From an optimization exercise on the open Yosys and OpenROAD flow, aimed at small area, a short achievable clock period and few clock cycles per item; shortcuts taken in it are not production practice.
Only simulation tests tie the RTL to the original design; equivalence was not proved.
Power figures rest on the tool's default switching activity, not on a simulated workload.

--- design/flow/design.v ---
module akq_quant (
    input             clk,
    input             rst,
    input             req_valid,
    output            req_ready,
    input      [3:0]  req_op,
    input      [4:0]  req_n,
    input      [31:0] req_f0,
    input      [31:0] req_f1,
    input      [31:0] req_f2,
    input      [15:0] req_u0,
    output reg        res_valid,
    output reg [3:0]  res_code,
    output     [15:0] res_u,
    output     [31:0] res_f
);
    localparam W  = 48;
    localparam BW = 41;
    localparam S_IDLE = 5'd0;
    localparam S_DONE = 5'd1;
    localparam S_FSHB = 5'd2;     
    localparam S_FA2  = 5'd3;     
    localparam S_FA3  = 5'd4;     
    localparam S_FSHX = 5'd5;     
    localparam S_FA4  = 5'd6;     
    localparam S_FA5  = 5'd7;     
    localparam S_FDIV = 5'd8;     
    localparam S_FC0  = 5'd9;     
    localparam S_FC1  = 5'd10;    
    localparam S_FC2  = 5'd11;    
    localparam S_FAM0 = 5'd12;    
    localparam S_FAM1 = 5'd13;    
    localparam S_FAM2 = 5'd14;    
    localparam S_RINI = 5'd15;    
    localparam S_RRUN = 5'd16;    
    localparam S_UMUL = 5'd17;    
    localparam S_USH6 = 5'd18;    
    localparam S_UMVB = 5'd19;    
    localparam S_UALN = 5'd20;    
    localparam S_UADD = 5'd21;    
    localparam S_USGN = 5'd22;    
    localparam S_UDIV = 5'd23;    
    localparam S_URND = 5'd24;    
    localparam S_SKIP = 5'd25;    
    localparam S_RIN2 = 5'd26;    
    localparam S_FAM3 = 5'd27;    
    reg [4:0]    state;
    reg [W-1:0]  R;
    reg [BW-1:0] B;
    reg [17:0]   Q;
    reg [8:0]    cnt;
    reg [8:0]    fexp;
    reg [31:0]   out32;
    reg          stk_b, stk_x, tneg, gen2, first, par;
    reg  [4:0]   nst;
    reg  [7:0]   erefm1;
    reg          fX, fL, fH;           
    reg          hX, hL, hH;           
    wire         rrun = (state == S_RRUN) || (state == S_RIN2);
    reg        is_f2u, is_u2f, is_gain;
    reg [4:0]  q_n;
    reg [15:0] M;                 
    reg [31:0] q_f0, q_lf, q_hf;   
    reg [15:0] q_u0;
    reg        q_valid;
    integer i;
    always @(posedge clk) begin
        is_f2u  <= (req_op == 4'd1);
        is_u2f  <= (req_op == 4'd2);
        is_gain <= (req_op == 4'd3);
        q_n     <= req_n;
        for (i = 0; i < 16; i = i + 1) M[i] <= (i < req_n);
        q_f0    <= (rrun && hX) ? {req_f0[31:23], q_f0[21:0], 1'b0} : req_f0;
        q_lf    <= (rrun && hL) ? {q_lf[31:23], q_lf[21:0], 1'b0} :
                   ((req_op == 4'd3) ? 32'd0 : req_f1);
        q_hf    <= (rrun && hH) ? {q_hf[31:23], q_hf[21:0], 1'b0} :
                   ((req_op == 4'd3) ? req_f1 : req_f2);
        q_u0    <= req_u0;
        q_valid <= req_valid & ~rst;
    end
    assign res_u = out32[15:0];
    assign res_f = out32;
    wire [4:0]  n     = q_n;
    wire        n_bad = (n == 5'd0) || (n > 5'd16);
    wire [31:0] xf = q_f0;
    wire [31:0] lf = q_lf;
    wire [31:0] hf = q_hf;
    reg         zX, zL, zH, sX, sL, sH, l_ge_q, u_typ_q, rtop_q;
    wire [31:0] lf_in = (req_op == 4'd3) ? 32'd0 : req_f1;
    wire [31:0] hf_in = (req_op == 4'd3) ? req_f1 : req_f2;
    wire [7:0]  eL_in = {lf_in[30:24], lf_in[23] | (lf_in[30:23] == 8'd0)};
    wire [7:0]  eH_in = {hf_in[30:24], hf_in[23] | (hf_in[30:23] == 8'd0)};
    always @(posedge clk) begin
        zX <= (req_f0[30:0] == 31'd0);
        zL <= (lf_in[30:0] == 31'd0);
        zH <= (hf_in[30:0] == 31'd0);
        sX <= req_f0[31] & (req_f0[30:0] != 31'd0);
        sL <= lf_in[31] & (lf_in[30:0] != 31'd0);
        sH <= hf_in[31] & (hf_in[30:0] != 31'd0);
        l_ge_q  <= (eL_in >= eH_in);
        u_typ_q <= (eL_in == eH_in);
        rtop_q  <= req_u0[req_n[3:0] - 4'd1];
    end
    wire [7:0]  eX = {xf[30:24], xf[23] | (xf[30:23] == 8'd0)};
    wire [7:0]  eL = {lf[30:24], lf[23] | (lf[30:23] == 8'd0)};
    wire [7:0]  eH = {hf[30:24], hf[23] | (hf[30:23] == 8'd0)};
    wire [23:0] mX = {xf[30:23] != 8'd0, xf[22:0]};
    wire [23:0] mL = {lf[30:23] != 8'd0, lf[22:0]};
    wire [23:0] mH = {hf[30:23] != 8'd0, hf[22:0]};
    wire        nanX = (xf[30:23] == 8'hff) && (xf[22:0] != 23'd0);
    wire        nfL  = (lf[30:23] == 8'hff);
    wire        nfH  = (hf[30:23] == 8'hff);
    wire [31:0] kX = sX ? {1'b0, ~xf[30:0]} : {1'b1, xf[30:0]};
    wire [31:0] kL = sL ? {1'b0, ~lf[30:0]} : {1'b1, lf[30:0]};
    wire [31:0] kH = sH ? {1'b0, ~hf[30:0]} : {1'b1, hf[30:0]};
    wire        cmp_x  = (state != S_IDLE) || zL;
    wire        cmp_lt = ((cmp_x ? kX : kL) < kH);
    wire        l_lt_h = zL ? (!sH && !zH) : cmp_lt;
    wire range_bad = n_bad || nfH || nfL || !l_lt_h;
    wire u_bad     = ((q_u0 & ~M) != 16'd0);
    wire       l_ge = l_ge_q;
    wire [7:0] eref = l_ge ? eL : eH;
    wire [7:0] esm  = l_ge ? eH : eL;
    wire [15:0] r      = q_u0;
    wire        rtop   = rtop_q;
    reg         rbit;
    always @(posedge clk)
        rbit <= r[(state == S_IDLE) ? (n[3:0] - 4'd2) :
                  (state == S_UMVB) ? (n[3:0] - 4'd1) : (cnt[3:0] - 4'd1)];
    wire        u_typ  = u_typ_q;
    wire        cbit   = rbit;
    wire        p1_isl = !l_ge;                     
    reg  [1:0]  a_sel;    
    reg  [1:0]  y_sel;    
    reg  [1:0]  f_sel;    
    reg         y_gate;
    reg         ybit;
    reg         sub;
    reg         cin1;
    reg         nocy;     
    wire [23:0] m_sel = (f_sel == 2'd0) ? mX : (f_sel == 2'd1) ? mL : (f_sel == 2'd2) ? mH : {7'd0, vm};
    reg  [W-1:0] A_in, Y_in;
    always @(*) begin
        case (a_sel)
            2'd0:    A_in = R;
            2'd1:    A_in = {R[W-2:0], 1'b0};
            2'd2:    A_in = {W{1'b0}};
            default: A_in = ~R;
        endcase
        case (y_sel)
            2'd0:    Y_in = {{(W-30){1'b0}}, (m_sel & {24{y_gate}}), 6'd0};
            2'd1:    Y_in = {{(W-BW){B[BW-1]}}, B};
            2'd2:    Y_in = {{(W-33){1'b0}}, out32, 1'b0};
            default: Y_in = {{(W-2){1'b0}}, ybit, 1'b0};
        endcase
    end
    wire [W-1:0] S = A_in + (Y_in ^ {W{sub}}) + {{(W-1){1'b0}}, ((sub & ~nocy) | cin1)};
    wire R_zero = (R == {W{1'b0}});
    wire R_ones = (R == {W{1'b1}});
    wire B_zero = (B == {BW{1'b0}});
    wire B_ones = (B == {BW{1'b1}});
    reg        cnt_dn;
    reg        cnt_2;
    wire [8:0] cnt_pm = cnt + (cnt_dn ? 9'h1ff : (cnt_2 ? 9'h002 : 9'h001));
    reg        fexp_up;
    reg        fexp_2;
    wire [8:0] fexp_pm = fexp + (fexp_up ? 9'h001 : (fexp_2 ? 9'h1fe : 9'h1ff));
    reg         q_half;      
    reg  [1:0]  q_d;         
    wire [16:0] q_x  = q_half ? Q[17:1] : Q[16:0];
    wire [16:0] q17  = q_x + {{16{q_d[1]}}, q_d[0]};
    wire [16:0] ud_t  = {B[15:0], R[W-1]};
    wire [17:0] ud_df = {1'b0, ud_t} - {2'b0, M};
    wire        ud_ge = ~ud_df[17];
    wire [16:0] ud_r1 = ud_ge ? ud_df[16:0] : ud_t;
    wire [17:0] ud_d2a = {1'b0, ud_t[15:0], R[W-2]} - {2'b0, M};
    wire [17:0] ud_d2b = {1'b0, ud_df[15:0], R[W-2]} - {2'b0, M};
    wire [16:0] ud_t2 = {ud_r1[15:0], R[W-2]};
    wire [17:0] ud_d2 = ud_ge ? ud_d2b : ud_d2a;
    wire        ud_g2 = ~ud_d2[17];
    wire [16:0] ud_r2 = ud_g2 ? ud_d2[16:0] : ud_t2;
    wire        ud_one  = (cnt == 9'd24) || (fexp == 9'd2);
    wire        ud_stop = ud_one || (cnt == 9'd23) || (fexp == 9'd3);
    wire [8:0]  ud_c0   = ud_ge ? 9'd2 : (ud_g2 ? 9'd1 : 9'd0);
    wire        rstk  = !B_zero || stk_b || (R[W-1:25] != 23'd0);
    wire        rup   = R[0] && (rstk || R[1]);
    wire [7:0]  rexp  = R[24] ? fexp[7:0] : 8'd0;
    wire        rcar  = rup && (R[23:1] == 23'h7fffff);
    wire [7:0]  rexp2 = rexp + {7'd0, rcar};
    wire        aX = fX || (cnt[7:0] == eX);
    wire        aL = fL || (cnt[7:0] == eL);
    wire        aH = fH || (cnt[7:0] == eH);
    wire        mbX = hX ? xf[22] : (xf[30:23] != 8'd0);
    wire        mbL = hL ? lf[22] : (lf[30:23] != 8'd0);
    wire        mbH = hH ? hf[22] : (hf[30:23] != 8'd0);
    wire        lzX = hX ? (xf[21:0] == 22'd0) : (xf[22:0] == 23'd0);
    wire        lzL = hL ? (lf[21:0] == 22'd0) : (lf[22:0] == 23'd0);
    wire        lzH = hH ? (hf[21:0] == 22'd0) : (hf[22:0] == 23'd0);
    wire        bX = aX ? (sX ? ~(mbX ^ lzX) : mbX) : sX;
    wire        bL = aL ? (sL ? ~(mbL ^ lzL) : mbL) : sL;
    wire        bH = aH ? (sH ? ~(mbH ^ lzH) : mbH) : sH;
    reg         pend, vn;
    reg  [16:0] vm;
    wire        rini = (state == S_RINI);
    wire        ox = rini ? sX : bX;
    wire        ol = rini ? sL : bL;
    wire        oh = rini ? sH : bH;
    wire [16:0] cXm = {M, 1'b0};
    wire [16:0] cLm = {~(rini ? q17[15:0] : out32[15:0]) & M, 1'b1};
    wire [16:0] cHm = {Q[15:0], 1'b1};
    reg  [16:0] vmag;
    reg         vneg;
    always @(posedge clk) begin
        if (rrun || rini) begin
            vm <= vmag;
            vn <= vneg ^ rini;             
        end
        if (rrun) begin
            pend <= r_end;
            fX   <= aX;
            fL   <= aL;
            fH   <= aH;
            hX   <= hX | aX;
            hL   <= hL | aL;
            hH   <= hH | aH;
        end else if (state == S_RINI) begin
            fX <= 1'b0; fL <= 1'b0; fH <= 1'b0;
            hX <= 1'b0; hL <= 1'b0; hH <= 1'b0;
        end
    end
    always @(*) begin
        case ({ox, ol, oh})
            3'b100: begin vmag = cXm; vneg = 1'b0; end
            3'b011: begin vmag = cXm; vneg = 1'b1; end
            3'b010: begin vmag = cLm; vneg = 1'b1; end
            3'b101: begin vmag = cLm; vneg = 1'b0; end
            3'b001: begin vmag = cHm; vneg = 1'b1; end
            3'b110: begin vmag = cHm; vneg = 1'b0; end
            default: begin vmag = 17'd0; vneg = 1'b0; end
        endcase
    end
    wire        v_big = (R[W-1:24] != {(W-24){1'b0}}) && (R[W-1:24] != {(W-24){1'b1}});
    wire        exX = zX || (hX && (xf[22:0] == 23'd0));
    wire        exL = zL || (hL && (lf[22:0] == 23'd0));
    wire        exH = zH || (hH && (hf[22:0] == 23'd0));
    wire        r_end = exX && exL && exH;
    wire z_neg  = R[W-1];
    wire zd_neg = S[W-1];
    wire [1:0] dfc  = z_neg ? 2'd3 : ((stk_b || stk_x) ? 2'd0 : {1'b0, Q[0]});
    wire       use_qh_res = z_neg && (!zd_neg || Q[0]);
    wire       use_qh_k   = z_neg && !zd_neg && Q[0];
    wire [16:0] fc2_res = use_qh_res ? Q[17:1] : q17;
    wire [16:0] fc2_k   = use_qh_k   ? Q[17:1] : q17;
    wire       q2p  = Q[0] ^ z_neg ^ (z_neg & zd_neg);    
    reg rdy;
    assign req_ready = rdy;
    wire [8:0] ud_cnx = (state == S_UDIV) ? ((cnt != 9'd0) ? cnt_pm : ud_c0) : 9'd0;
    wire [8:0] ud_fnx = (state == S_UDIV) ? fexp_pm : fexp;
    wire       ud_snx = (ud_cnx == 9'd23) || (ud_cnx == 9'd24) || (ud_fnx == 9'd2) || (ud_fnx == 9'd3);
    reg acc_q;
    always @(posedge clk) acc_q <= req_valid & req_ready;
    localparam CW = 25;
    wire seqb = ~l_ge;
    function [CW-1:0] ctrl_word;
        input [4:0] ns;
        input [4:0] cs;
        reg [1:0] a, y, f;
        reg sb, ci, nc, msr, mab, mvn, mvi, mrb, mgn, mud, mrd, idl, ginv, gsg, cdn, qh0, mal;
        reg [1:0] qds;
        begin
            a = 2'd0; y = 2'd3; f = 2'd0; sb = 1'b0; ci = 1'b0; nc = 1'b0;
            msr = 1'b0; mab = 1'b0; mvn = 1'b0; mvi = 1'b0; mrb = 1'b0; mgn = 1'b0;
            mud = 1'b0; mrd = 1'b0; idl = 1'b0; ginv = 1'b0; gsg = 1'b0;
            cdn = 1'b0; qh0 = 1'b0; mal = 1'b0; qds = 2'd0;
            case (ns)
                S_IDLE: idl = 1'b1;
                S_FA2: begin
                    y = 2'd0;
                    if (seqb) begin a = 2'd3; f = 2'd2; ci = 1'b1; end
                    else      begin a = 2'd0; f = 2'd1; sb = ~sL; end
                end
                S_FA3: begin a = 2'd2; y = 2'd0; f = 2'd0; sb = sX; end
                S_FA4: begin
                    a = 2'd0; y = 2'd0;
                    if (seqb) begin f = 2'd2; sb = ~sH; end
                    else      begin f = 2'd1; sb = ~sL; end
                end
                S_FA5:  begin a = 2'd0; y = 2'd1; end
                S_FDIV: begin a = 2'd1; y = 2'd1; msr = 1'b1; end
                S_FC0:  begin a = 2'd0; y = 2'd1; end
                S_FC1:  begin a = 2'd0; y = 2'd2; sb = 1'b1; end
                S_FC2:  begin a = 2'd0; y = 2'd1; qds = 2'd3; end
                S_FAM0: begin a = 2'd0; y = 2'd1; end
                S_FAM1: begin a = 2'd0; y = 2'd1; sb = 1'b1; nc = 1'b1; end
                S_FAM2: begin a = 2'd0; y = 2'd2; qh0 = 1'b1; qds = 2'd2; end
                S_RINI: begin qh0 = 1'b1; qds = 2'd1; end
                S_RIN2: begin a = 2'd2; y = 2'd0; f = 2'd3; mvn = 1'b1; mvi = 1'b1; cdn = 1'b1; end
                S_RRUN: begin a = 2'd1; y = 2'd0; f = 2'd3; mvn = 1'b1; cdn = 1'b1; qh0 = 1'b1; end
                S_UMUL: begin
                    a = (cs == S_UMVB) ? 2'd2 : 2'd1; y = 2'd0; cdn = 1'b1;
                    if (u_typ) mrb = 1'b1;
                    else begin
                        mgn  = 1'b1;
                        if ((gen2 && (cs != S_IDLE)) || (cs == S_UMVB)) begin
                            f = p1_isl ? 2'd2 : 2'd1; ginv = ~p1_isl; gsg = p1_isl ? sH : sL;
                        end else begin
                            f = p1_isl ? 2'd1 : 2'd2; ginv = p1_isl;  gsg = p1_isl ? sL : sH;
                        end
                    end
                end
                S_USH6: cdn = 1'b1;
                S_UMVB: begin a = 2'd0; y = 2'd3; end
                S_UALN: begin a = 2'd1; y = 2'd3; mal = 1'b1; end
                S_UADD: begin a = 2'd0; y = 2'd1; end
                S_USGN: begin y = 2'd3; mab = 1'b1; end
                S_UDIV: begin a = 2'd1; y = 2'd3; mud = 1'b1; end
                S_URND: begin a = 2'd0; y = 2'd3; mrd = 1'b1; end
                default: ;
            endcase
            ctrl_word = {mal, qds, qh0, cdn, gsg, ginv, idl, mrd, mud, mgn, mrb, mvi, mvn, mab, msr, nc, ci, sb, f, y, a};
        end
    endfunction
    reg  [CW-1:0] cw;
    reg  [1:0] i_fa, i_fb;
    reg        i_sa, i_sb, i_ga, i_gb;
    wire       rtop_in = req_u0[req_n[3:0] - 4'd1];
    wire       zl_in   = (lf_in[30:0] == 31'd0);
    wire       ut_in   = (eL_in == eH_in);
    always @(posedge clk) begin
        i_ga <= 1'b1; i_gb <= 1'b1;
        if ((req_op == 4'd2) && ut_in) begin
            i_fa <= rtop_in ? 2'd2 : 2'd1;  i_fb <= rtop_in ? 2'd2 : 2'd1;
            i_sa <= rtop_in ? hf_in[31] : lf_in[31];
            i_sb <= rtop_in ? hf_in[31] : lf_in[31];
        end else if (req_op == 4'd2) begin
            i_fa <= 2'd2; i_ga <= rtop_in;  i_sa <= rtop_in & hf_in[31];
            i_fb <= 2'd1; i_gb <= ~rtop_in; i_sb <= ~rtop_in & lf_in[31];
        end else if (zl_in) begin
            i_fa <= 2'd2; i_sa <= hf_in[31];
            i_fb <= 2'd2; i_sb <= hf_in[31];
        end else begin
            i_fa <= 2'd2; i_sa <= hf_in[31];
            i_fb <= 2'd1; i_sb <= lf_in[31];
        end
    end
    wire [1:0] i_f    = l_ge ? i_fa : i_fb;
    wire       i_sub  = l_ge ? i_sa : i_sb;
    wire       i_gate = l_ge ? i_ga : i_gb;
    always @(*) begin
        a_sel  = cw[1:0];
        y_sel  = cw[3:2];
        f_sel  = cw[5:4];
        sub    = cw[6];
        cin1   = cw[7];
        nocy   = cw[8];
        y_gate = 1'b1;
        ybit   = cw[16] & rup;
        if (cw[17]) begin                         
            a_sel = 2'd2; y_sel = 2'd0; f_sel = i_f; sub = i_sub; y_gate = i_gate;
        end
        if (cw[9]) sub = ~R[W-1];                
        if (cw[10]) begin                         
            a_sel = R[W-1] ? 2'd3 : 2'd0;
            cin1  = R[W-1] & ~stk_b;
        end
        if (cw[11]) sub = vn;          
        if (cw[13]) begin                         
            f_sel = rbit ? 2'd2 : 2'd1;
            sub   = rbit ? sH : sL;
        end
        if (cw[14]) begin                         
            y_gate = rbit ^ cw[18];
            sub    = y_gate & cw[19];
        end
        if (cw[15]) cin1 = ud_ge;                 
        cnt_dn = 1'b0; fexp_up = 1'b0; cnt_2 = 1'b0; fexp_2 = 1'b0;
        q_half = ~cw[21];
        case (cw[23:22])
            2'd0: q_d = 2'd0;
            2'd1: q_d = 2'd1;
            2'd2: q_d = {1'b0, par};
            default: q_d = dfc;
        endcase
        cnt_dn  = cw[20];
        fexp_up = cw[24] & (fexp < cnt);
        cnt_2   = cw[15] & ~ud_one;
        fexp_2  = cw[15] & ~ud_one;
    end
    wire fexp_lt = (fexp < cnt);
    wire R_canl  = (R[W-1] == R[W-2]) && (R[W-2] == R[W-3]);
    always @(posedge clk) begin
        nst = state;
        if (rst) begin
            nst       = S_IDLE;
            res_valid <= 1'b0;
        end else begin
            res_valid <= 1'b0;
            case (state)
                S_IDLE: begin
                    if (q_valid) begin
                        stk_b    <= 1'b0;
                        stk_x    <= 1'b0;
                        tneg     <= 1'b0;
                        first    <= 1'b0;
                        gen2     <= 1'b0;
                        Q        <= 18'd0;
                        erefm1   <= eref - 8'd1;
                        res_code <= 4'd0;
                        if (!is_f2u && !is_u2f && !is_gain) begin
                            res_code <= 4'd7;
                            nst    = S_DONE;
                        end else if (range_bad) begin
                            res_code <= 4'd1;
                            nst    = S_DONE;
                        end else if (is_u2f ? u_bad : nanX) begin
                            res_code <= 4'd6;
                            nst    = S_DONE;
                        end else if (is_u2f) begin
                            R    <= S;
                            cnt  <= (n == 5'd1) ? 9'd6 : ({4'd0, n} - 9'd2);
                            fexp <= {1'b0, eL} + 9'd27;
                            if (n == 5'd1)
                                nst = u_typ ? S_USGN : S_USH6;
                            else
                                nst = S_UMUL;
                        end else if ((zL && (sX || zX)) || (sX && (eX > eref))) begin
                            out32 <= 32'd0;              
                            nst = S_DONE;
                        end else if (zL && !cmp_lt) begin
                            out32 <= {16'd0, M};         
                            nst = S_DONE;
                        end else if (zL) begin
                            B     <= S[BW-1:0];
                            nst = S_FA3;
                        end else begin
                            R     <= S;
                            cnt   <= {1'b0, esm};
                            nst = (esm == eref) ? S_FA2 : S_FSHB;
                        end
                    end
                end
                S_FSHB: begin
                    if (R_zero || R_ones) begin
                        stk_b <= stk_b | R_ones;
                        nst = S_FA2;
                    end else begin
                        R     <= {R[W-1], R[W-1:1]};
                        stk_b <= stk_b | R[0];
                        cnt   <= cnt_pm;
                        if (cnt[7:0] == erefm1) nst = S_FA2;
                    end
                end
                S_FA2: begin
                    B     <= S[BW-1:0];
                    nst = S_FA3;
                    if (!cmp_lt) begin
                        out32 <= {16'd0, M};             
                        nst = S_DONE;
                    end
                end
                S_FA3: begin
                    R   <= S;
                    cnt <= {1'b0, eX};
                    if (zX || (eX == eref)) begin
                        cnt   <= 9'd0;
                        nst = zL ? S_FDIV : S_FA4;
                    end else
                        nst = S_FSHX;
                end
                S_FSHX: begin
                    if (R_zero || R_ones) begin
                        stk_x <= stk_x | R_ones;
                        cnt   <= 9'd0;
                        nst = zL ? S_FDIV : S_FA4;
                    end else begin
                        R     <= {R[W-1], R[W-1:1]};
                        stk_x <= stk_x | R[0];
                        cnt   <= cnt_pm;
                        if (cnt[7:0] == erefm1) begin
                            cnt   <= 9'd0;
                            nst = zL ? S_FDIV : S_FA4;
                        end
                    end
                end
                S_FA4: begin
                    R     <= S;
                    nst = seqb ? S_FA5 : S_FDIV;
                end
                S_FA5: begin
                    R     <= S;
                    nst = S_FDIV;
                end
                S_FDIV: begin
                    if (cnt == 9'd0) out32 <= R[31:0];    
                    if ((cnt == 9'd0) && (R[W-1] || R_zero)) begin
                        out32 <= 32'd0;                  
                        nst = S_DONE;
                    end else begin
                        R   <= S;
                        Q   <= {Q[16:0], ~S[W-1]};
                        cnt <= cnt_pm;
                        if (cnt[4:0] == n) nst = S_FC0;
                    end
                end
                S_FC0: begin
                    if (R[W-1]) R <= S;          
                    nst = S_FC1;
                end
                S_FC1: begin
                    R     <= S;
                    nst = S_FC2;
                end
                S_FC2: begin
                    if (stk_b) begin
                        Q     <= {1'b0, fc2_k};      
                        nst = S_RINI;
                    end else if (stk_x) begin
                        Q     <= {1'b0, fc2_k};      
                        par   <= q2p;
                        if (z_neg) R <= S;
                        nst = S_FAM0;
                    end else begin
                        out32     <= {15'd0, fc2_res};
                        res_valid <= acc_q;
                        nst     = acc_q ? S_IDLE : S_DONE;
                    end
                end
                S_FAM0: begin
                    if (R[W-1]) R <= S;
                    nst = S_FAM1;
                end
                S_FAM1: begin
                    R     <= S;
                    out32 <= {16'd0, M};
                    nst = S_FAM2;
                end
                S_FAM2: begin
                    R     <= S;
                    out32 <= {15'd0, q17};
                    nst = S_FAM3;
                end
                S_FAM3: nst = R[W-1] ? S_DONE : S_RINI;
                S_RINI: begin
                    if (Q[15:0] == M) begin
                        out32 <= {16'd0, M};
                        nst = S_DONE;
                    end else begin
                        out32 <= {15'd0, q17};       
                        cnt   <= {1'b0, eref};
                        nst = S_RIN2;
                    end
                end
                S_RIN2: begin
                    R     <= S;                      
                    cnt   <= cnt_pm;
                    nst = S_RRUN;
                end
                S_RRUN: begin
                    if (pend || v_big) begin
                        if (R[W-1]) out32 <= {15'd0, q17};    
                        nst = S_DONE;
                    end else begin
                        R   <= S;
                        cnt <= cnt_pm;
                    end
                end
                S_UMUL: begin
                    R     <= S;
                    cnt   <= cnt_pm;
                    first <= 1'b0;
                    if (cnt[3:0] == 4'd0) begin
                        if (u_typ)      nst = S_USGN;
                        else if (!gen2) begin nst = S_USH6; cnt <= 9'd6; end
                        else begin
                            fexp  <= {1'b0, eref} + 9'd43;
                            cnt   <= {1'b0, esm} + 9'd49;
                            nst = S_UALN;
                        end
                    end
                end
                S_USH6: begin
                    R   <= {R[W-1], R[W-1:1]};
                    cnt <= cnt_pm;
                    if (cnt == 9'd1) nst = S_UMVB;
                end
                S_UMVB: begin
                    B     <= S[BW-1:0];
                    gen2  <= 1'b1;
                    first <= 1'b1;
                    cnt   <= {4'd0, n} - 9'd1;
                    nst = S_UMUL;
                end
                S_UALN: begin
                    if (fexp_lt) begin
                        R    <= {R[W-1], R[W-1:1]};
                        fexp <= fexp_pm;
                    end else if (fexp != cnt) begin
                        if (R_canl) begin
                            R    <= S;
                            fexp <= fexp_pm;
                        end else if (B_zero || B_ones) begin
                            stk_b <= stk_b | B_ones;
                            nst = S_UADD;
                        end else begin
                            B     <= {B[BW-1], B[BW-1:1]};
                            stk_b <= stk_b | B[0];
                            cnt   <= cnt_pm;
                        end
                    end else
                        nst = S_UADD;
                end
                S_UADD: begin
                    R     <= S;
                    nst = S_USGN;
                end
                S_USGN: begin
                    cnt  <= 9'd0;
                    tneg <= R[W-1];
                    if (u_typ) begin
                        R <= {S[W-17:0], 16'd0};
                        B <= {{(BW-16){1'b0}}, S[W-1:W-16]};
                    end else begin
                        R <= S;
                        B <= {BW{1'b0}};
                    end
                    if (R_zero && !stk_b) begin
                        out32 <= 32'd0;
                        nst = S_DONE;
                    end else
                        nst = S_UDIV;
                end
                S_UDIV: begin
                    if (ud_one) begin
                        R       <= S;                        
                        B[16:0] <= ud_r1;
                        if (cnt != 9'd0) cnt <= cnt_pm;
                    end else begin
                        R       <= {R[W-3:0], ud_ge, ud_g2};
                        B[16:0] <= ud_r2;
                        cnt     <= (cnt != 9'd0) ? cnt_pm : ud_c0;
                    end
                    fexp    <= fexp_pm;
                    if (ud_stop) nst = S_URND;
                end
                S_URND: begin
                    out32     <= {tneg, rexp2, S[23:1]};
                    res_valid <= acc_q;
                    nst     = acc_q ? S_IDLE : S_DONE;
                end
                S_DONE: begin
                    if (req_valid) begin
                        res_valid <= 1'b1;
                        nst     = S_SKIP;
                    end
                end
                S_SKIP: nst = S_IDLE;
                default: nst = S_IDLE;
            endcase
        end
        state <= nst;
        cw    <= ctrl_word(nst, state);
        rdy   <= !rst && ((nst == S_DONE) || ((nst == S_FC1) && !stk_b && !stk_x) ||
                          ((nst == S_UDIV) && ud_snx));
    end
endmodule
--- design/flow/run.sh ---
#!/bin/bash
# synth_recipe.tcl (not shown) runs the flow's synth.tcl, then flattens the netlist and writes it again
# the make line also repeats each setting of config.mk as NAME=value (left out here)
make -C /OpenROAD-flow-scripts/flow DESIGN_CONFIG=/design/flow/config.mk WORK_HOME=/design/flow/orfs CLKGATE_MAP_FILE= SYNTH_SCRIPT=/design/flow/synth_recipe.tcl finish
--- design/flow/constraint.sdc ---
create_clock -name core_clock -period 20.0 [get_ports {clk}]
set_input_delay 4.0000 -clock core_clock [delete_from_list [all_inputs] [get_ports {clk}]]
set_output_delay 4.0000 -clock core_clock [all_outputs]
set_load 0.01 [all_outputs]
--- design/flow/config.mk ---
export PLATFORM = sky130hd
export DESIGN_NAME = akq_quant
export DESIGN_NICKNAME = akq_quant
export VERILOG_FILES = /design/flow/design.v
export SDC_FILE = /design/flow/constraint.sdc
export NUM_CORES = 8
export LEC_CHECK = 0
export CAP_MARGIN = 20
export CORE_MARGIN = 2
export CORE_UTILIZATION = 45
export PLACE_DENSITY = 0.6
export SLEW_MARGIN = 20
==> reports/qor.csv, run 1 <==
metric,value,unit
Die H,274,microns
outcome,"complete, no violations",
R2R setup slack,12.58,ns
post-CTS sizing,0,
initial antenna violation count,8,
most common cell in the netlist,nand2_1,
worst-margin pin slew,1.24,ns
H-tree depth,2,
post-CTS setup buffer count,0,
Critical Path Source Type,register,
Crit path largest cell delay,0.61,ns
detailed-placement wirelength estimate,109000,microns
clock tree root buffer cell,clkbuf_16,
vias in the first global route,30303,
via-per-instance ratio,6.63,
Die Width,274,microns
synth top area cells,"edfxtp_1 (19%), dfxtp_1 (10%), ha_1 (6.9%), xnor2_1 (5.1%), nand2_1 (5.0%)",
post-synth top area share,0.194,
Die Footprint,75300,sq um
number of port buffers,176,
Initial Util,0.453,
Via Count,33207,
Placer Congestion,1.00,
placed cell count,4915,
top post-synthesis cells by count,"nand2_1 (440), nor2_1 (334), o21ai_0 (249)",
Slew headroom,0.170,
CTS tree,yes,
first-pass GRT wire length,207000,microns
Nets,4317,
Area Growth Syn to Fin,12.4,%
Rows,99,
WS Path Type,reg2reg,
crit-path leading delay family,compound AO/OA/AOI/OAI gates,
Tot GR Track Use,0.371,
DRT Wirelength,143000,microns
Clock Sinks,379,
Min Hold Slack,0.506,ns
Pre-antenna DRT Iters,12,
total CTS buffers,47,
Unique masters post-synth,110,
Hold Buf Count CTS,0,
Routed Antenna Nets,0,
Syn Nets,4313,
layout cells sized above 1,0.0779,
drt wl/cell,28.6,microns
worst-case clock buffer depth,3,
synthesized area,32900,sq um
register bit total from synthesis,379,
Final Cycle Share,0.371,
cell type with the largest total area after synthesis,edfxtp_1,
final hold vios,0,
yosys warns,1,
filler cell count,7004,
Max Clock Skew,0.0457,ns
peak supply drop,0.109,mV
cell repeated most along the worst path,o21ai_0,
initial drt markers,4995,
Hold Path Class,reg2reg,
number of max-cap violations,0,
Mean Syn Cell Area,8.22,sq um
largest net degree at the start of global routing,67,
pwr dens,141,nW/um^2
Mapped Cells,4001,
CORE AREA,72700,sq um
leak pwr,14.0,nW
Synth Flop Type,edfxtp_1,
"Slew Viols, Final",0,
I/O pin cnt,178,
Post-Layout Cell Count,5006,
Worst-Skew Late Latency,0.64,ns
CP bufs+invs,3,
critical path arrival,7.75,ns
slowest CP cell,nor3_1,
fraction of registers with async set/reset,0,
Worst setup EP type,register,
Required @ worst endpoint,20.33,ns
"Setup violations, final",0,
Post-synth EDFFs,213,
clock transition at the registers of the reported paths,0.06,ns
sequential fraction of the synthesis area,0.295,
Setup TNS,0,ns
Peak Freq,0.135,GHz
Tmin final,7.42,ns
total gr overflow,0,
# DRC,0,
critical path peak fanout,22,
unrepaired setup endpoints after global routing,no,
[layout by cell type (no fill, tap or decap), types with 19 or more instances in the layout]
cell type | Yosys | routed
nand2_1 | 440 | 439
nor2_1 | 334 | 330
o21ai_0 | 249 | 249
a21oi_1 | 239 | 237
edfxtp_1 | 213 | 213
xnor2_1 | 190 | 189
ha_1 | 181 | 181
clkdlybuf4s50_1 | 0 | 176
dfxtp_1 | 166 | 161
inv_1 | 133 | 133
xor2_1 | 130 | 129
mux2i_1 | 105 | 105
nor4_1 | 97 | 95
nand3_1 | 94 | 93
nor3_1 | 98 | 92
buf_4 | 21 | 75
a222oi_1 | 60 | 60
nand4_1 | 59 | 59
mux2_2 | 57 | 57
a211oi_1 | 56 | 55
nor2b_1 | 53 | 52
clkbuf_16 | 0 | 51
a31oi_1 | 48 | 48
a21o_1 | 45 | 45
o22ai_1 | 45 | 45
nand2b_1 | 37 | 37
a22oi_1 | 35 | 35
and2_1 | 34 | 35
a221oi_1 | 35 | 35
o211ai_1 | 29 | 29
or3_1 | 28 | 28
nand3b_1 | 28 | 28
a221o_1 | 26 | 26
o21a_1 | 25 | 25
and3_1 | 24 | 24
o221ai_1 | 23 | 23
a22o_1 | 23 | 23
o21ai_1 | 21 | 20
o21bai_1 | 19 | 19
[per-layer routing]
metal	track usage	share of wire	wire length [microns]
met3	0.101	0.13	18400
met1	0.516	0.41	59300
met5	0	0.00029	41
met2	0.537	0.41	58800
met4	0.156	0.048	6890
[report_power, final]
part	leakage, nW	switching (mW)	total [mW]	internal, mW
combinational	9.84	2.01	3.04	1.03
sequential	3.36	0.211	1.26	1.05
clock	0.790	0.396	0.907	0.511
[registers in the layout, indices dropped and copies added (netlist names), 4 cells and up]
register and flops:
R 48, B 41, out32 32, cw 24
hf 24, lf 24, mX 23, Q 18
vm 17, M 16, q_u0 16, cnt 9
fexp 9, erefm1 8, eH 7, eL 7
eX 7, state 5, q_n 4
[final timing paths]
check	from	endpoint	depth (start not counted)
max	M[1]	R[46]	26
min	lf[9]	lf[10]	2
min reg2reg	lf[9]	lf[10]	2
max reg2reg	M[1]	R[46]	26
[tightest hold or removal path: stages, from the launching register on]
cell and delay [ns]:
dfxtp_1 0.37, nand2_1 0.08, nand2_1 0.04
[final cells by class]
class / instances / area, sq um / area share
Tap cell: 959 / 1200 / 0.0324
Clock inverter: 25 / 288 / 0.00778
Timing Repair Buffer: 253 / 2350 / 0.0636
Clock buffer: 61 / 1340 / 0.0363
Inverter: 135 / 507 / 0.0137
Antenna cell: 5 / 12.5 / 0.000338
Multi-Input combinational cell: 3189 / 21600 / 0.583
Sequential cell: 379 / 9730 / 0.263
[cells by family after synthesis]
| group | Yosys count | share of synthesized area |
|---|---|---|
| other cells | 1 | 0.000114 |
| simple gates | 1411 | 0.209 |
| buf+inv | 433 | 0.0536 |
| fa+ha+maj | 188 | 0.0731 |
| compound gates | 1098 | 0.226 |
| flops | 379 | 0.295 |
| xor+xnor | 320 | 0.0852 |
| mux | 171 | 0.0576 |
[stage by stage]
step	instance area, sq um	utilization	total power, mW	setup WS [ns]
floorplan	32900	-	3.28	9.68
global placement	35300	0.485	4.13	12.72
detailed placement	35300	0.486	4.13	12.66
CTS	36900	0.508	5.04	12.75
global route	37000	0.508	5.39	12.23
finish	37000	0.509	5.20	12.58
Testbench counts, summed over its fixed seeds: cycles 87,027, items 3,840.
==> inputs of run 2 (changes only) <==
--- a/design/flow/config.mk
+++ b/design/flow/config.mk
@@ -7,6 +7,6 @@
 export LEC_CHECK = 0
 export CAP_MARGIN = 20
 export CORE_MARGIN = 2
-export CORE_UTILIZATION = 45
-export PLACE_DENSITY = 0.6
+export CORE_UTILIZATION = 30
+export PLACE_DENSITY = 0.45
 export SLEW_MARGIN = 20
==> reports/qor.csv, run 2 <==
metric,value,unit,change
outcome,"complete, no violations",,unchanged
clock tree root buffer cell,clkbuf_16,,unchanged
slowest CP cell,nor3_1,,unchanged
DRT Wirelength,157000,microns,"was 143,000 microns"
pwr dens,143,nW/um^2,was 141 nW/um^2
"commonest non-fill, non-tap cell in the layout",nand2_1,,unchanged
worst-margin pin slew,1.28,ns,was 1.24 ns
initial antenna violation count,10,,was 8
Largest register FFs,48,,unchanged
Initial Util,0.302,,was 0.453
Max Clock Skew,0.0467,ns,was 0.0457 ns
Routed Antenna Nets,0,,unchanged
largest reg by FF count,R,,unchanged
post-CTS sizing,0,,unchanged
largest net degree at the start of global routing,67,,unchanged
critical path peak fanout,22,,unchanged
synth top area cells,"edfxtp_1 (19%), dfxtp_1 (10%), ha_1 (6.9%), xnor2_1 (5.1%), nand2_1 (5.0%)",,unchanged
synthesized area,32900,sq um,unchanged
Die Footprint,112000,sq um,"was 75,300 sq um"
Unique masters post-synth,110,,unchanged
CORE AREA,109000,sq um,"was 72,700 sq um"
Via Count,32834,,"was 33,207"
"Slew Viols, Final",0,,unchanged
cell area after layout,37800,sq um,"was 37,000 sq um"
Rows,121,,was 99
Post-synth EDFFs,213,,unchanged
Crit path largest cell delay,0.56,ns,was 0.61 ns
H-tree depth,2,,unchanged
DP Area,36000,sq um,"was 35,300 sq um"
Syn Nets,4313,,unchanged
cell repeated most along the worst path,o31a_1,,was o21ai_0
R2R setup slack,12.61,ns,was 12.58 ns
Worst-Skew Late Latency,0.68,ns,was 0.64 ns
peak supply drop,0.110,mV,was 0.109 mV
register bit total from synthesis,379,,unchanged
Die Width,335,microns,was 274 microns
"Setup violations, final",0,,unchanged
final hold vios,0,,unchanged
yosys warns,1,,unchanged
layout cells sized above 1,0.0819,,was 0.0779
Largest regs,"R x48, B x41, out32 x32",,unchanged
drt wl/cell,28.7,microns,was 28.6 microns
total gr overflow,0,,unchanged
# DRC,0,,unchanged
via-per-instance ratio,5.99,,was 6.63
unrepaired setup endpoints after global routing,no,,unchanged
Tmin final,7.39,ns,was 7.42 ns
number of max-cap violations,0,,unchanged
vias in the first global route,30995,,"was 30,303"
sequential fraction of the synthesis area,0.295,,unchanged
leak pwr,14.1,nW,was 14.0 nW
Clock Sinks,379,,unchanged
Hold Path Class,reg2reg,,unchanged
fraction of registers with async set/reset,0,,unchanged
top post-synthesis cells by count,"nand2_1 (440), nor2_1 (334), o21ai_0 (249)",,unchanged
number of port buffers,176,,unchanged
CTS tree,yes,,unchanged
WS Path Type,reg2reg,,unchanged
Setup WS pre-CTS,12.54,ns,was 12.66 ns
Tot GR Track Use,0.271,,was 0.371
Nets,4335,,"was 4,317"
critical path arrival,7.76,ns,was 7.75 ns
total CTS buffers,50,,was 47
Setup TNS,0,ns,unchanged
Required @ worst endpoint,20.38,ns,was 20.33 ns
Area Growth Syn to Fin,14.8,%,was 12.4%
min setup slack post-route,12.61,ns,was 12.58 ns
Synth Flop Type,edfxtp_1,,unchanged
most frequent cells in the layout,"nand2_1 (439), nor2_1 (330), o21ai_0 (249)",,unchanged
post-synth top area share,0.194,,unchanged
clock transition at the registers of the reported paths,0.07,ns,was 0.06 ns
most common cell in the netlist,nand2_1,,unchanged
first-pass GRT wire length,225000,microns,"was 207,000 microns"
I/O pin cnt,178,,unchanged
Mean Syn Cell Area,8.22,sq um,unchanged
worst-case clock buffer depth,3,,unchanged
Die H,335,microns,was 274 microns
cell type with the largest total area after synthesis,edfxtp_1,,unchanged
Worst setup EP type,register,,unchanged
detailed-placement wirelength estimate,120000,microns,"was 109,000 microns"
Slew headroom,0.142,,was 0.170
Final Cycle Share,0.369,,was 0.371
post-CTS setup buffer count,0,,unchanged
Peak Freq,0.135,GHz,about the same
filler cell count,11337,,"was 7,004"
Min Hold Slack,0.505,ns,was 0.506 ns
Mapped Cells,4001,,unchanged
Placer Congestion,0.969,,was 1.00
initial drt markers,4038,,"was 4,995"
Critical Path Source Type,register,,unchanged
Pre-antenna DRT Iters,10,,was 12
Hold Buf Count CTS,0,,unchanged
run 2: cell types whose count changed in the layout (fill, tap and decap cells not counted), moves of 2 or more:
cell and delta:
buf_4 +17, bufinv_16 +5, clkbuf_8 +3, diode_2 -3, inv_6 -3, inv_8 -2
run 2: worst max-delay path, delay by kind of cell (launching register included):
kind / cells / cell delay, ns
XOR/XNOR: 1 / 0.27
flip-flops: 1 / 0.35
adder cells (fa/ha/maj): 3 / 0.99
buffers and inverters: 4 / 0.95
AND/OR/NAND/NOR: 6 / 1.24
AO/OA/AOI/OAI: 13 / 3.27
run 2: cells by family after synthesis:
family                     Yosys count  share of synthesized area
xor gates and xnor gates           320                     0.0852
muxes                              171                     0.0576
AOI/OAI and AO/OA                 1098                      0.226
DFF                                379                      0.295
buffers and inverters              433                     0.0536
adders and majority gates          188                     0.0731
and+or+nand+nor                   1411                      0.209
other                                1                   0.000114
run 2: worst paths after layout:
| path | start | endpoint | depth (start not counted) |
|---|---|---|---|
| worst max register to register | R[47] | R[36] | 27 |
| worst min-delay path | lf[13] | lf[14] | 2 |
| worst max-delay path | R[47] | R[36] | 27 |
| worst min register to register | lf[13] | lf[14] | 2 |
run 2: cell type report:
cell class,count,area (sq um),share of cell area
multi-input combinational,3189,21500,0.570
sequential,379,9730,0.257
timing repair buffer,268,2450,0.0649
tap,1414,1770,0.0468
clock buffer,65,1390,0.0368
inverter,135,507,0.0134
clock inverter,28,393,0.0104
antenna,2,5.00,0.000132
run 2: metal layers:
| layer | track usage | routed length, microns | up-vias |
|---|---|---|---|
| li1 | - | - | 14895 |
| met3 | 0.0462 | 13000 | 277 |
| met2 | 0.409 | 67400 | 1600 |
| met1 | 0.381 | 70500 | 16056 |
| met5 | 0 | 35 | - |
| met4 | 0.105 | 6380 | 6 |
run 2: power breakdown:
part / total (mW) / switching (mW) / leakage, nW / internal (mW)
registers: 1.26 / 0.207 / 3.36 / 1.05
logic: 3.14 / 2.06 / 9.91 / 1.07
clock network: 1.00 / 0.418 / 0.863 / 0.585
total: 5.40 / 2.69 / 14.1 / 2.71
run 2: stage by stage:
stage | power, mW | util | instances
2_1_floorplan | 3.28 | - | 4001
3_3_place_gp | 4.28 | 0.331 | 5385
3_5_place_dp | 4.27 | 0.331 | 5385
4_1_cts | 5.29 | 0.347 | 5478
5_1_grt | 5.62 | 0.347 | 5478
6_report | 5.40 | 0.347 | 5480
==> inputs of run 3 (changes only) <==
--- a/design/flow/design.v
+++ b/design/flow/design.v
@@ -54,6 +54,9 @@
     reg          stk_b, stk_x, tneg, gen2, first, par;
     reg  [4:0]   nst;
     reg  [7:0]   erefm1;
+    reg          xbig;
+    wire [7:0]   dx_full = eref - eX;
+    wire [2:0]   dx_low  = dx_full[2:0];
     reg          fX, fL, fH;           
     reg          hX, hL, hH;           
     wire         rrun = (state == S_RRUN) || (state == S_RIN2);
@@ -138,6 +141,8 @@
     reg         sub;
     reg         cin1;
     reg         nocy;     
+    reg  [2:0]  dx3;
+    wire [29:0] xsh = {mX, 6'd0} >> dx3;
     wire [23:0] m_sel = (f_sel == 2'd0) ? mX : (f_sel == 2'd1) ? mL : (f_sel == 2'd2) ? mH : {7'd0, vm};
     reg  [W-1:0] A_in, Y_in;
     always @(*) begin
@@ -148,7 +153,7 @@
             default: A_in = ~R;
         endcase
         case (y_sel)
-            2'd0:    Y_in = {{(W-30){1'b0}}, (m_sel & {24{y_gate}}), 6'd0};
+            2'd0:    Y_in = {{(W-30){1'b0}}, ((f_sel == 2'd0) ? xsh : {m_sel & {24{y_gate}}, 6'd0})};
             2'd1:    Y_in = {{(W-BW){B[BW-1]}}, B};
             2'd2:    Y_in = {{(W-33){1'b0}}, out32, 1'b0};
             default: Y_in = {{(W-2){1'b0}}, ybit, 1'b0};
@@ -405,6 +410,8 @@
                         gen2     <= 1'b0;
                         Q        <= 18'd0;
                         erefm1   <= eref - 8'd1;
+                        dx3      <= (dx_full > 8'd6) ? 3'd6 : dx_low;
+                        xbig     <= (dx_full > 8'd6);
                         res_code <= 4'd0;
                         if (!is_f2u && !is_u2f && !is_gain) begin
                             res_code <= 4'd7;
@@ -460,8 +467,8 @@
                 end
                 S_FA3: begin
                     R   <= S;
-                    cnt <= {1'b0, eX};
-                    if (zX || (eX == eref)) begin
+                    cnt <= {1'b0, eX} + 9'd6;
+                    if (zX || !xbig) begin
                         cnt   <= 9'd0;
                         nst = zL ? S_FDIV : S_FA4;
                     end else
==> reports/qor.csv, run 3 <==
metric,value,unit,change
Slew headroom,0.139,,was 0.142
Compound-Gate Fraction of Synth Area,0.234,,was 0.226
CORE AREA,112000,sq um,"was 109,000 sq um"
worst-case clock buffer depth,3,,unchanged
Die Width,340,microns,was 335 microns
cell area after layout,39100,sq um,"was 37,800 sq um"
Routed Antenna Nets,0,,unchanged
drt wl/cell,29.2,microns,was 28.7 microns
sequential fraction of the synthesis area,0.291,,was 0.295
most common cell in the netlist,nand2_1,,unchanged
via-per-instance ratio,6.02,,was 5.99
Mean Syn Cell Area,8.26,sq um,was 8.22 sq um
placed cell count,5579,,"was 5,385"
Largest register FFs,48,,unchanged
Mapped Cells,4102,,"was 4,001"
main combinational cell family by area after synthesis,compound AO/OA/AOI/OAI gates,,unchanged
layout cells sized above 1,0.0936,,was 0.0819
Post-Synth Adder-Cell Area,0.0720,,was 0.0731
Setup TNS,0,ns,unchanged
Via Count,34201,,"was 32,834"
critical path arrival,8.24,ns,was 7.76 ns
yosys warns,1,,unchanged
CTS tree,yes,,unchanged
Critical Path Source Type,register,,unchanged
Largest regs,"R x48, B x41, out32 x32",,unchanged
Die H,340,microns,was 335 microns
# DRC,0,,unchanged
synth top area cells,"edfxtp_1 (19%), dfxtp_1 (9.8%), ha_1 (6.7%), xnor2_1 (5.7%), nand2_1 (5.2%)",,"was edfxtp_1 (19%), dfxtp_1 (10%), ha_1 (6.9%), xnor2_1 (5.1%), nand2_1 (5.0%)"
initial antenna violation count,15,,was 10
DP Area,37200,sq um,"was 36,000 sq um"
Simple-Gate Fraction of Synth Area,0.195,,was 0.209
R2R setup slack,12.17,ns,was 12.61 ns
peak supply drop,0.143,mV,was 0.110 mV
Hold Buf Count CTS,0,,unchanged
"commonest non-fill, non-tap cell in the layout",nand2_1,,unchanged
Tmin final,7.83,ns,was 7.39 ns
Crit path largest cell delay,0.77,ns,was 0.56 ns
critical path peak fanout,26,,was 22
H-tree depth,2,,unchanged
crit path launch,l_ge_q,,was R[47]
Tot GR Track Use,0.277,,was 0.271
first-pass GRT wire length,236000,microns,"was 225,000 microns"
post-CTS sizing,0,,unchanged
Area Growth Syn to Fin,15.6,%,was 14.8%
Required @ worst endpoint,20.41,ns,was 20.38 ns
Post-synth EDFFs,217,,was 213
clock transition at the registers of the reported paths,0.06,ns,was 0.07 ns
unrepaired setup endpoints after global routing,no,,unchanged
slowest CP cell,or3b_2,,was nor3_1
Placer Congestion,0.973,,was 0.969
DRT Wirelength,166000,microns,"was 157,000 microns"
vias in the first global route,31995,,"was 30,995"
clock tree root buffer cell,clkbuf_16,,unchanged
reg2reg end,Q[3],,was R[36]
largest net degree at the start of global routing,66,,was 67
worst-margin pin slew,1.28,ns,about the same
Synth Area in XOR/XNOR,0.0879,,was 0.0852
Min Hold Slack,0.507,ns,was 0.505 ns
Nets,4447,,"was 4,335"
cell type with the largest total area after synthesis,edfxtp_1,,unchanged
worst setup path endpoint,Q[3],,was R[36]
Max Clock Skew,0.0640,ns,was 0.0467 ns
Worst setup EP type,register,,unchanged
detailed-placement wirelength estimate,128000,microns,"was 120,000 microns"
Register-to-Register Path Depth,21,,was 27
Peak Freq,0.128,GHz,was 0.135 GHz
number of max-cap violations,0,,unchanged
Rows,123,,was 121
Die Footprint,116000,sq um,"was 112,000 sq um"
worst path cell trace,"mux2i_1, nand2_1, o21ai_0, or3b_2, nand2b_1, o22ai_1, a222oi_1, xnor2_1, ha_1, a211o_1, a21oi_1, o21ai_0, a22oi_1, a21oi_1, a211oi_2, o21ai_1, xnor2_2, buf_4, and3_1, nor3_1, a211o_1",,
Unique masters post-synth,108,,was 110
crit-path leading delay family,compound AO/OA/AOI/OAI gates,,unchanged
"Slew Viols, Final",0,,unchanged
fraction of registers with async set/reset,0,,unchanged
total gr overflow,0,,unchanged
initial drt markers,4544,,"was 4,038"
number of port buffers,176,,unchanged
Levels on crit path,21,,was 27
Hold Path Class,reg2reg,,unchanged
post-synth top area share,0.192,,was 0.194
top post-synthesis cells by count,"nand2_1 (466), nor2_1 (301), a21oi_1 (264)",,"was nand2_1 (440), nor2_1 (334), o21ai_0 (249)"
Pre-antenna DRT Iters,11,,was 10
Final Cycle Share,0.392,,was 0.369
mux contribution to synthesized area,0.0658,,was 0.0576
Clock Sinks,383,,was 379
Post-Layout Cell Count,5678,,"was 5,480"
post-CTS setup buffer count,0,,unchanged
leak pwr,14.9,nW,was 14.1 nW
CP bufs+invs,1,,was 4
outcome,"complete, no violations",,unchanged
Synth Flop Type,edfxtp_1,,unchanged
most frequent cells in the layout,"nand2_1 (464), nor2_1 (298), a21oi_1 (264)",,"was nand2_1 (439), nor2_1 (330), o21ai_0 (249)"
largest reg by FF count,R,,unchanged
"Setup violations, final",0,,unchanged
pwr dens,197,nW/um^2,was 143 nW/um^2
Initial Util,0.302,,about the same
final hold vios,0,,unchanged
register bit total from synthesis,383,,was 379
Syn Nets,4416,,"was 4,313"
I/O pin cnt,178,,unchanged
Worst-Skew Late Latency,0.71,ns,was 0.68 ns
total CTS buffers,52,,was 50
WS Path Type,reg2reg,,unchanged
synthesized area,33900,sq um,"was 32,900 sq um"
worst r2r src,l_ge_q,,was R[47]
[run 3: cell types whose count changed after synthesis, sizes merged, moves of 21 or more]
cell	delta
nand3	+51
o221a	+36
a21oi	+24
nand3b	-26
nor2	-31
nand2	+26
inv	+21
o21ai	-39
xnor2	+32
[run 3: worst min path at each step]
stage	from	end	cells past startpoint	slack [ns]
finish	lf[20]	lf[21]	2	0.51
global route	lf[20]	lf[21]	2	0.54
CTS	lf[20]	lf[21]	2	0.51
detailed placement	lf[21]	lf[22]	2	0.51
global placement	lf[20]	lf[21]	2	0.50
floorplan	lf[9]	lf[10]	2	0.45
[run 3: where the power goes]
group	switching (mW)	total [mW]	internal [mW]
Clock	0.433	1.08	0.648
Sequential	0.336	1.54	1.21
Combinational	3.30	5.07	1.77
[run 3: kinds of logic after synthesis]
group | count (synthesis)
flip-flops | 383
AND/OR/NAND/NOR | 1381
AO/OA/AOI/OAI | 1150
adder cells (fa/ha/maj) | 190
multiplexers | 197
other | 1
buffers and inverters | 461
XOR/XNOR | 339
[run 3: through the flow]
| stage | power [mW] | setup slack (ns) | utilization |
|---|---|---|---|
| after floorplan | 4.54 | 10.08 | - |
| after global placement | 6.44 | 12.38 | 0.331 |
| after detailed placement | 6.42 | 12.40 | 0.331 |
| after CTS | 7.53 | 12.32 | 0.349 |
| after global routing | 8.07 | 11.85 | 0.349 |
| final | 7.70 | 12.17 | 0.349 |
[run 3: area by class of cell]
cell class / instances / area (sq um)
flip-flops and latches: 383 / 9840
diodes: 1 / 2.50
multi-input cells: 3258 / 22300
inverters: 156 / 586
fillers: 11756 / 73100
repair buffers: 282 / 2560
clock buffers: 70 / 1500
well taps: 1500 / 1880
clock inverters: 28 / 455
[run 3: worst min-delay path: cells and delay by family, from the launching register on]
kind	cells	cell delay, ns
and+or+nand+nor	2	0.11
DFF	1	0.35
[run 3: layer usage]
metal,part of all wire,track usage,wire (microns)
met4,0.040,0.102,6710
met5,0.00039,0,64
met1,0.43,0.386,72100
met2,0.43,0.419,71200
met3,0.096,0.0571,15800
Testbench counts of run 3, summed over its fixed seeds: cycles 82,968, items 3,840.

what the ideal ports hide:
The results above use ideal ports. As a check the final layouts listed here were re-extracted and re-timed, cells and wires unchanged. Step 1: set_driving_cell puts a clkbuf_16 on clk and a buf_2 on each other input, an assumption about the parent block. Step 2, shift: input delay + t, output delay - t, t = (earliest + latest rising clock arrival at the registers) / 2. This alone moves slack from input paths to output paths. a / b / c = no drivers / after step 1 / after step 2; a / b = the first two.
run | t, ns | slack for setup (ns) | worst register clock-pin slew, ns | worst slew at a driven data input, ns | pins driven straight from the clock port
run 1 | 0.687 | 12.584 / 12.584 / 12.584 | 0.07 / 0.07 | 0.09 | 1
run 2 | 0.724 | 12.613 / 12.614 / 12.437 | 0.07 / 0.07 | 0.08 | 1
run 3 | 0.747 | 12.169 / 12.169 / 12.169 | 0.07 / 0.07 | 0.05 | 1
After both steps every run listed still meets setup and hold. The setup slack of run 2, which loses most, moves by +0.001 ns with the drivers and by -0.176 ns with both steps.
